From an optimization exercise on the open Yosys and OpenROAD flow, aimed at small area, a short achievable clock period and few clock cycles per item; shortcuts taken in it are not production practice.
Only simulation tests tie the RTL to the original design; equivalence was not proved.
No activity file was given, so power comes from the tool's default toggle rates.

// dtl_hdr_codec
module dtl_hdr_codec (
    input  wire         clk,
    input  wire         rst,
    input  wire         cmd_valid,
    output wire         cmd_ready,
    input  wire         cmd_op,        
    input  wire         cmd_scr_en,    
    input  wire [11:0]  b_plen,
    input  wire [11:0]  b_seq,
    input  wire [3:0]   b_mod,
    input  wire [3:0]   b_fec,
    input  wire [7:0]   b_flen,
    input  wire [7:0]   b_cwid,
    input  wire [13:0]  b_off,
    input  wire [13:0]  b_short,
    input  wire [3:0]   b_emod,
    input  wire [3:0]   b_efec,
    input  wire [767:0] hdr_in,
    output wire         res_valid,
    output wire [95:0]  hdr_out,       
    output wire         res_ok,        
    output wire [11:0]  r_plen,
    output wire [11:0]  r_seq,
    output wire [3:0]   r_mod,
    output wire [3:0]   r_fec,
    output wire [7:0]   r_flen,
    output wire [7:0]   r_cwid,
    output wire [13:0]  r_off,
    output wire [13:0]  r_short,
    output wire [3:0]   r_emod,
    output wire [3:0]   r_efec
);
export LEC_CHECK = 0
export CAP_MARGIN = 20
export CORE_AREA = 10 10 222 222
export DIE_AREA = 0 0 232 232
export PLACE_DENSITY = 0.7
export SETUP_SLACK_MARGIN = 2.85
export SLEW_MARGIN = 20
export SYNTH_HIERARCHICAL = 1
export SYNTH_MINIMUM_KEEP_SIZE = 0
export TNS_END_PERCENT = 30
create_clock -name core_clock -period 5.0 [get_ports {clk}]
standard.sh (not shown) runs the stock make flow with config.mk's settings and CLKGATE_MAP_FILE= SYNTH_SCRIPT=/design/flow/synth_recipe.tcl, a recipe that flattens the netlist after the stock synthesis.
==> flow/flow/run.sh <==
#!/bin/bash
# The standard layout, with these changes to how it is made:
#  - the port buffers are made from the smallest buffer cell (buf_1);
#  - the pins of each header bit sit side by side (flow/io.tcl), and the
#    top and bottom pins may use met4 as well as met2, so that the 1040 pins
#    fit a smaller die;
#  - clock tree synthesis adds no dummy loads;
#  - the port buffers of the CRC and check outputs are buf_4 (flow/outbuf.tcl);
#  - after floorplan, every combinational cell is set to the smallest drive
#    strength of its footprint, so that the later timing repair sizes up
#    only what the timing needs.
# Each tool's output goes to a log of its own in the work folder.
set -euo pipefail
cd "$(dirname "$0")/.."
W=$PWD
R=$W/orfs/results/${FLOW_PLATFORM:-sky130hd}/dtl_hdr_codec/base
PB="BUFFER_PORTS_ARGS=-buffer_cell sky130_fd_sc_hd__buf_1"
IO="PRE_IO_PLACEMENT_TCL=$W/flow/io.tcl"
PV="IO_PLACER_V=met2 met4"
CTS="CTS_ARGS=-sink_clustering_enable -repair_clock_nets -dont_use_dummy_load"
bash standard.sh "$PB" "$IO" "$PV" floorplan > flow_make_floorplan.log 2>&1
RESULTS=$R openroad -no_init -exit flow/downsize.tcl > flow_downsize.log 2>&1
bash standard.sh "$PB" "$IO" "$PV" place > flow_make_place.log 2>&1
RESULTS=$R openroad -no_init -exit flow/outbuf.tcl > flow_outbuf.log 2>&1
bash standard.sh "$PB" "$IO" "$PV" "$CTS" finish > flow_make_finish.log 2>&1
Other scripts of this flow, unchanged in this note and not shown: flow/flow/downsize.tcl, flow/flow/io.tcl, flow/flow/outbuf.tcl
The starting point completed with no timing, DRC or antenna violations.
Testbench counts at the start, summed over its fixed seeds: cycles 976, items 960.
Change:
--- a/flow/flow/run.sh
+++ b/flow/flow/run.sh
@@ -6,3 +6,3 @@
 #    fit a smaller die;
-#  - clock tree synthesis adds no dummy loads;
+#  - clock tree synthesis uses clkbuf_8 and adds no dummy loads;
 #  - the port buffers of the CRC and check outputs are buf_4 (flow/outbuf.tcl);
@@ -19,3 +19,3 @@
 PV="IO_PLACER_V=met2 met4"
-CTS="CTS_ARGS=-sink_clustering_enable -repair_clock_nets -dont_use_dummy_load"
+CTS="CTS_ARGS=-sink_clustering_enable -repair_clock_nets -dont_use_dummy_load -buf_list sky130_fd_sc_hd__clkbuf_8"
 bash standard.sh "$PB" "$IO" "$PV" floorplan > flow_make_floorplan.log 2>&1
Settings changed: SETUP_SLACK_MARGIN 2.85 to 2.9.
=> The changed run passed the timing, DRC and antenna checks. Worst setup slack gets better by 0.088 ns. Routed wire length went up by 1.8%. Total power went down by 1.5%. Sequential share of layout area decreases by 0.46 points. Design area climbs by 4.9%. Area after synthesis stays the same. Synthesized cell count is unchanged.

[what the ideal ports hide]
Ports are ideal in the flow. The routed layouts listed here were re-timed in OpenROAD. Step 1 assumes that a clkbuf_16 drives the clock port and a buf_2 every other input. Step 2, shift: input delay + t, output delay - t, t = (earliest + latest rising clock arrival at the registers) / 2. This alone moves slack from input paths to output paths. Three values: ideal, step 1, step 2; two values: the first two.
run	shift t [ns]	setup slack, ns	worst hold slack (ns)	worst setup path after step 2	worst register clock-pin slew, ns
the first run	0.503	2.838 / 2.832 / 2.380	0.330 / 0.330 / 0.330	input to register	0.08 / 0.08
the second run	0.566	2.927 / 2.889 / 2.374	0.333 / 0.333 / 0.333	input to register	0.11 / 0.11
After both steps setup and hold are still met in every run listed. For the second run, which loses most, drivers alone change the setup slack by -0.038 ns; drivers and shift together by -0.553 ns.
